From an optimization exercise on the open Yosys and OpenROAD flow, aimed at small area, a short achievable clock period and few clock cycles per item; shortcuts taken in it are not production practice.
At most, simulation tests tie the RTL to the original design; equivalence was not proved.
Power figures rest on the tool's default switching activity, not on a simulated workload.

Design bitcrush_core, start of the top module:
module bitcrush_core (
    input  wire        clk,
    input  wire        rst,
    input  wire        cmd_valid,
    output reg         cmd_ready,
    input  wire [31:0] cmd_data,
    output reg         rsp_valid,
    output wire [31:0] rsp_data
);
    localparam [1:0] K_SAMP = 2'd0, K_ACK = 2'd1, K_ILL = 2'd2, K_GET = 2'd3;
    reg         in_v;
    reg  [3:0]  in_op;
    reg         in_rz;        
    reg  [15:0] in_dat;
    reg  [8:0]  drive_r;
    reg  [9:0]  gain_r;
    reg  [4:0]  fm1_r;        
    reg  [15:0] held_s;       
    reg  [15:0] held_m;       
    reg  [4:0]  cnt;
    reg         dirty;        
    reg         dpend;        
    reg  [5:0]  rep_front;
    reg  [6:0]  out_cnt;
    wire [15:0] data    = in_dat;
    wire        dz      = (data == 16'd0);
    wire        is_samp = in_rz && (in_op == 4'h1);
    wire        is_sd   = in_rz && (in_op == 4'h2);
    wire        is_sg   = in_rz && (in_op == 4'h3);
    wire        is_gd   = in_rz && (in_op == 4'h4) && dz;
    wire        is_gg   = in_rz && (in_op == 4'h5) && dz;
    wire        is_nop  = in_rz && (in_op == 4'h0) && dz;
    wire        latch    = (cnt >= fm1_r);
    wire        need_job = is_samp && (latch || dirty);
    wire        need_rec = !is_samp || need_job;
    wire [1:0]  rec_kind = is_samp ? K_SAMP :
                           (is_gd || is_gg) ? K_GET :
                           (is_nop || is_sd || is_sg) ? K_ACK : K_ILL;
    wire [8:0]  drive_new = data[15] ? 9'd0  : (data > 16'd256) ? 9'd256  : data[8:0];
    wire [9:0]  gain_new  = data[15] ? 10'd0 : (data > 16'd512) ? 10'd512 : data[9:0];
    wire [4:0]  fm1_d;
    bitcrush_factor_rom u_from (.drive(drive_r), .fm1(fm1_d));
    wire [15:0] m_cur;
    bitcrush_levels_rom u_rom (.drive(drive_r), .lvl_m(m_cur));
    reg         v1, v2, v3, v5;
    reg  [1:0]  k1, k2, k3, k5;
    reg  [5:0]  p1, p2, p3;
    reg  [1:0]  i1, i2, i3;
    reg         gs1;          
    reg  [17:0] a1;
    reg  [2:0]  b10, b11;     
    reg  [15:0] u2;
    reg         n2;
    reg  [11:0] g2;
  ...
Size in the first run: roughly 3700 cells after synthesis, ~340 flip-flops, about 69 I/O pins, roughly 31000 um^2 of cells after synthesis.
==> flow/config.mk <==
export PLATFORM = sky130hd
export DESIGN_NAME = bitcrush_core
export DESIGN_NICKNAME = bitcrush_core
export VERILOG_FILES = /design/flow/design.v
export SDC_FILE = /design/flow/constraint.sdc
export NUM_CORES = 4
export LEC_CHECK = 0
export CAP_MARGIN = 20
export CORE_MARGIN = 2
export CORE_UTILIZATION = 40
export SLEW_MARGIN = 20
export SYNTH_MEMORY_MAX_BITS = 8192
==> flow/constraint.sdc <==
create_clock -name core_clock -period 12.0 [get_ports {clk}]
set_input_delay 2.4000 -clock core_clock [delete_from_list [all_inputs] [get_ports {clk}]]
set_output_delay 2.4000 -clock core_clock [all_outputs]
set_load 0.01 [all_outputs]
standard.sh (not shown) runs the stock make flow with config.mk's settings and CLKGATE_MAP_FILE= SYNTH_SCRIPT=/design/flow/synth_recipe.tcl, a recipe that flattens the netlist after the stock synthesis.
==> flow/flow/run.sh <==
#!/bin/bash
set -euo pipefail
bash standard.sh SETUP_SLACK_MARGIN=8 finish > standard.log 2>&1
Testbench counts at the start, summed over its fixed seeds: cycles 10,121, items 6,288.
Rerun with:
--- a/flow/design.v
+++ b/flow/design.v
@@ -581,13 +581,12 @@
     reg         v1, v2, v3, v5;
     reg  [1:0]  k1, k2, k3, k5;
     reg  [5:0]  p1, p2, p3;
     reg  [1:0]  i1, i2, i3;
     reg         gs1;          
     reg  [17:0] a1;
-    reg  [2:0]  b10, b11;     
     reg  [15:0] u2;
     reg         n2;
     reg  [11:0] g2;
     reg         gp2;
     reg  [18:0] a2;
     reg  [15:0] m2;           
@@ -647,36 +646,36 @@
             3'b001, 3'b010: booth = 3'b001;
             3'b011:         booth = 3'b010;
             3'b100:         booth = 3'b110;
             default:        booth = 3'b101;    
         endcase
     endfunction
-    wire [15:0] s_ld = (is_samp && latch) ? data : held_s;
-    reg  [4:0]  swn;          
+    reg  [4:0]  sw1;
     always @(*) begin
         case (i1)
-            2'd0:    swn = held_s[7:3];
-            2'd1:    swn = held_s[11:7];
-            default: swn = held_s[15:11];
+            2'd0:    sw1 = {held_s[3:0], 1'b0};
+            2'd1:    sw1 = held_s[7:3];
+            2'd2:    sw1 = held_s[11:7];
+            default: sw1 = held_s[15:11];
         endcase
     end
-    wire [2:0]  bd10 = b10;
-    wire [2:0]  bd11 = b11;
+    wire [2:0]  bd10 = booth(sw1[2:0]);
+    wire [2:0]  bd11 = booth(sw1[4:2]);
     wire [16:0] pp10 = bd10[0] ? {1'b0, held_m} : bd10[1] ? {held_m, 1'b0} : 17'd0;
     wire [16:0] pp11 = bd11[0] ? {1'b0, held_m} : bd11[1] ? {held_m, 1'b0} : 17'd0;
     wire [20:0] o10  = {{3{a1[17]}}, a1};
     wire [20:0] o11  = {21{bd10[2]}} ^ {4'b0, pp10};
     wire [20:0] o12  = ({21{bd11[2]}} ^ {4'b0, pp11}) << 2;
     wire [20:0] o13  = {18'd0, bd11[2], 1'b0, bd10[2]};
     wire [20:0] c1s  = o10 ^ o11 ^ o12;
     wire [20:0] c1c  = ((o10 & o11) | (o10 & o12) | (o11 & o12)) << 1;
     wire [20:0] c2s  = c1s ^ c1c ^ o13;
     wire [20:0] c2c  = ((c1s & c1c) | (c1s & o13) | (c1c & o13)) << 1;
     wire [20:0] t1   = c2s + c2c;
     wire [17:0] a1n  = t1[20:4] | {t1[20], 17'd0};
-    wire        kneg = held_s[15];
+    wire        kneg = t1[20];
     wire [15:0] u_in = t1[18:3] ^ {16{kneg}};
     wire        c_in = t1[2] ^ kneg;
     wire [2:0]  bd20 = booth({g2[1:0], gp2});
     wire [2:0]  bd21 = booth(g2[3:1]);
     wire [16:0] pp20 = bd20[0] ? {1'b0, u2} : bd20[1] ? {u2, 1'b0} : 17'd0;
     wire [16:0] pp21 = bd21[0] ? {1'b0, u2} : bd21[1] ? {u2, 1'b0} : 17'd0;
@@ -752,19 +751,15 @@
         fm1_r <= fm1_d;
         if (load1) begin
             a1  <= 18'd0;
             i1  <= 2'd0;
             k1  <= rec_kind;
             gs1 <= is_gd;
-            b10 <= booth({s_ld[1:0], 1'b0});
-            b11 <= booth(s_ld[3:1]);
         end else if (v1 && !done1) begin
             a1  <= a1n;
             i1  <= i1 + 2'd1;
-            b10 <= booth(swn[2:0]);
-            b11 <= booth(swn[4:2]);
         end
         if (xf1) begin
             u2  <= u_in;
             n2  <= kneg;
             g2  <= {2'd0, gain_r};
             gp2 <= 1'b0;
Result: The new run ran to the end with no violations. Cell area went up by 1.9%. Setup slack loses 0.42 ns. Power is lower by 4.2%. Synthesized cell count came out lower by 0.38%. Cell count hardly moves. Global-route usage is about the same. Flip-flop and latch count fell by 6. Non-clock buffer count went up by 12. Combinational power decreases by about 3%. Via count grows by 0.39%.
No functional check of the RTL was part of the second run of this note.

---

== run 1 ==
bitcrush_core, a different RTL version from the one above (not shown whole).
Size in the first run: about 3,700 cells after synthesis, roughly 330 flip-flops, about 69 I/O pins, roughly 31,000 um2 of cells after synthesis.
export LEC_CHECK = 0
export CAP_MARGIN = 20
export CORE_MARGIN = 2
export CORE_UTILIZATION = 40
export SLEW_MARGIN = 20
export SYNTH_MEMORY_MAX_BITS = 8192
export TNS_END_PERCENT = 10
create_clock -name core_clock -period 12.0 [get_ports {clk}]
==> flow/flow/run.sh <==
#!/bin/bash
set -euo pipefail
bash standard.sh SETUP_SLACK_MARGIN=7 finish > standard.log 2>&1
Testbench counts of run 1, summed over its fixed seeds: cycles 10,149, items 6,288.
Inputs modified between run 1 and run 2:
--- a/flow/design.v
+++ b/flow/design.v
@@ -570,67 +570,67 @@
     wire        need_job = is_samp && (latch || dirty);
     wire        need_rec = !is_samp || need_job;
     wire [1:0]  rec_kind = is_samp ? K_SAMP :
                            (is_gd || is_gg) ? K_GET :
                            (is_nop || is_sd || is_sg) ? K_ACK : K_ILL;
     wire [8:0]  drive_new = data[15] ? 9'd0  : (data > 16'd256) ? 9'd256  : data[8:0];
     wire [9:0]  gain_new  = data[15] ? 10'd0 : (data > 16'd512) ? 10'd512 : data[9:0];
     wire [4:0]  fm1_d;
     bitcrush_factor_rom u_from (.drive(drive_r), .fm1(fm1_d));
     wire [15:0] m_cur;
     bitcrush_levels_rom u_rom (.drive(drive_r), .lvl_m(m_cur));
     reg         v1, v2, v3, v5;
-    reg  [1:0]  k1, k2, k3;
+    reg  [1:0]  k1, k2, k3, k5;
     reg  [5:0]  p1, p2, p3;
     reg  [1:0]  i1, i2, i3;
     reg         gs1;          
     reg  [17:0] a1;
     reg  [2:0]  b10, b11;     
     reg  [15:0] u2;
     reg         n2;
     reg  [11:0] g2;
     reg         gp2;
     reg  [18:0] a2;
     reg  [15:0] m2;           
     reg  [15:0] r3, x3, m3;
     reg  [17:0] t3;           
     reg         n3, z3;
     reg  [15:0] val5;         
     reg         n5, z5;
+    reg  [9:0]  gp5;          
     reg  [3:0]  rsp_hi;
     reg  [15:0] rsp_lo;
     assign rsp_data = {rsp_hi, 12'd0, rsp_lo};
     wire done1 = v1 && (k1 != K_SAMP || i1 == 2'd3);
     wire done2 = v2 && (k2 != K_SAMP || i2 == 2'd3);
     wire done3 = v3 && (k3 != K_SAMP || i3 == 2'd3);
-    wire xf3   = done3 && (k3 == K_SAMP) && ((p3 == 6'd0) || ((p3 == 6'd1) && !v5));
-    wire pop3c = v3 && (k3 != K_SAMP) && (p3 == 6'd0) && !v5;
-    wire take3 = !v3 || xf3 || pop3c;
+    wire xf3   = done3 && ((p3 == 6'd0) || ((p3 == 6'd1) && !v5));
+    wire take3 = !v3 || xf3;
     wire xf2   = done2 && take3;
     wire take2 = !v2 || xf2;
     wire xf1   = done1 && take2;
     wire take1 = !v1 || xf1;
     wire blk     = is_samp && dpend;
     wire consume = in_v && !blk && (!need_rec || take1);
     wire load1   = in_v && !blk && need_rec && take1;
     wire any_rec = v1 | v2 | v3 | v5;
     wire h3 = v3 && !v5;
     wire h2 = v2 && !v3 && !v5;
     wire h1 = v1 && !v2 && !v3 && !v5;
     wire d3 = h3 && (p3 != 6'd0);
     wire d2 = h2 && (p2 != 6'd0);
     wire d1 = h1 && (p1 != 6'd0);
     wire df = !any_rec && (rep_front != 6'd0);
     wire emit_rep = d1 | d2 | d3 | df;
-    wire emit     = emit_rep | v5 | pop3c;
+    wire emit     = emit_rep | v5;
     wire       acc_in   = cmd_valid && cmd_ready;
     wire       dirty_c  = is_sg ? 1'b1 : need_job ? 1'b0 : dirty;
     wire       pj_cons  = dirty_c || (is_samp ? (latch ? (fm1_r == 5'd0) : ({1'b0, cnt} + 6'd1 >= {1'b0, fm1_r}))
                                                : latch);
     wire       pred_job = dpend || (consume ? pj_cons : (dirty || latch));
     wire       dirty_nx = consume ? dirty_c : dirty;
     wire       dpend_nx = consume && is_sd;
     wire       in_samp  = (cmd_data[31:16] == 16'h1000);
     wire       in_v_nx  = acc_in || (in_v && !consume);
     wire       v1_nx    = load1 || (v1 && !xf1);
     wire       rdy_stay = !(in_v && !consume) ||
                           (!(is_samp && dpend_nx) && (!(need_rec || dpend) || !v1_nx));
@@ -784,41 +784,45 @@
             z3 <= xp[32];
             n3 <= n2;
             m3 <= m2;
             t3 <= m3x;
             i3 <= 2'd0;
             k3 <= k2;
         end else if (v3 && !done3) begin
             r3 <= r3n;
             x3 <= x3n;
             i3 <= i3 + 2'd1;
         end
         if (xf3) begin
-            val5 <= x3n;
-            n5   <= n3;
-            z5   <= z3;
+            k5 <= k3;
+            if (k3 == K_SAMP) begin
+                val5 <= x3n;
+                n5   <= n3;
+                z5   <= z3;
+            end
+            gp5 <= m3[9:0];
         end
         if (load1)   p1 <= rep_front - {5'd0, df};
         else if (d1) p1 <= p1 - 6'd1;
         if (xf1)     p2 <= p1 - {5'd0, d1};
         else if (d2) p2 <= p2 - 6'd1;
         if (xf2)     p3 <= p2 - {5'd0, d2};
         else if (d3) p3 <= p3 - 6'd1;
         if (emit) begin
-            if (!pop3c) begin
+            if (emit_rep || k5 == K_SAMP) begin
                 rsp_hi <= 4'b0001;
                 rsp_lo <= vfin;
             end else begin
-                case (k3)
-                    K_GET:   begin rsp_hi <= 4'b0010; rsp_lo <= {6'd0, m3[9:0]}; end
+                case (k5)
+                    K_GET:   begin rsp_hi <= 4'b0010; rsp_lo <= {6'd0, gp5}; end
                     K_ACK:   begin rsp_hi <= 4'b0000; rsp_lo <= 16'd0; end
                     default: begin rsp_hi <= 4'b1111; rsp_lo <= 16'd0; end
                 endcase
             end
         end
         if (rst) begin
             in_v      <= 1'b0;
             cmd_ready <= 1'b0;
             v1 <= 1'b0; v2 <= 1'b0; v3 <= 1'b0; v5 <= 1'b0;
             rsp_valid <= 1'b0;
             rep_front <= 6'd0;
             out_cnt   <= 7'd0;
@@ -827,21 +831,21 @@
             fm1_r     <= 5'd7;
             held_s    <= 16'd0;
             held_m    <= 16'd1;
             cnt       <= 5'd0;
             dirty     <= 1'b0;
             dpend     <= 1'b0;
             z5        <= 1'b1;
         end else begin
             in_v      <= in_v_nx;
             cmd_ready <= rdy_nx;
             v1 <= v1_nx;
             v2 <= xf1 || (v2 && !xf2);
-            v3 <= xf2 || (v3 && !xf3 && !pop3c);
+            v3 <= xf2 || (v3 && !xf3);
             v5 <= xf3;
             rsp_valid <= emit;
             rep_front <= load1 ? 6'd0 :
                          rep_front + {5'd0, consume && !need_rec} - {5'd0, df};
             out_cnt   <= acc_in ? out_em1 : out_em;
         end
     end
 endmodule
Findings:
- In the tables for run 1 and run 2, routed length per instance reads lower with run 2.
- For the share of total power in the clock network, run 2 came in 1.7 points higher than run 1 did.
- Changes observed in run 2 relative to run 1: fraction of standard cell area in multi-input logic now smaller, overall die area increased 0.60%.
- Cell area after layout grows slightly when moving from run 1 to run 2.
- Relative to run 1, number of fillers in the final layout has decreased by 0.59% in run 2.
- Side by side, detailed-route wire length turned out lower in run 2 than in run 1.
- In run 2, the half-perimeter wire length after placement came out 0.46% below the value in run 1.
- Looking at run 1 and run 2, the worst slack on hold paths is a wash.
- The capture point of the worst path comes out r3[8]$_DFFE_PP_ in one run and r3[15]$_DFFE_PP_ in the other, namely in run 1 and run 2 respectively.
- Relative to run 1, the total power density per cell area measured on run 2 has decreased slightly.
- Taking run 1 as the reference, in run 2 post-synthesis average cell area went up about 0.8%; max capacitance violation total held; starting utilization of the core area held.
Testbench counts of run 2, summed over its fixed seeds: cycles 10,121, items 6,288.

[static timing again, ports no longer ideal]
The flow's constraints put no driver on any port. The routed layouts listed below were extracted and timed again, unchanged, in two steps. Step 1, drivers: a clkbuf_16 drives clk and a buf_2 each remaining input, both assumed. Step 2 times the ports against the registers' clock, not the clock port: input delays grow and output delays shrink by t, the midpoint of the rising clock arrivals with the driver on. Three values: ideal ports, drivers, drivers and shift; two values: the first two.
run	t, ns	setup WS [ns]	hold slack, ns	worst data-port slew with drivers (ns)	cell pins on the clock port's net
the first run of note 1	0.623	6.689 / 6.689 / 6.689	0.450 / 0.450 / 0.450	0.05	1
the second run of note 1	0.624	6.273 / 6.273 / 6.273	0.419 / 0.419 / 0.419	0.04	1
run 1	0.625	6.416 / 6.416 / 6.416	0.446 / 0.446 / 0.446	0.07	1
run 2	0.651	6.608 / 6.608 / 6.608	0.447 / 0.447 / 0.447	0.05	1
After both steps setup and hold are still met in every run listed.
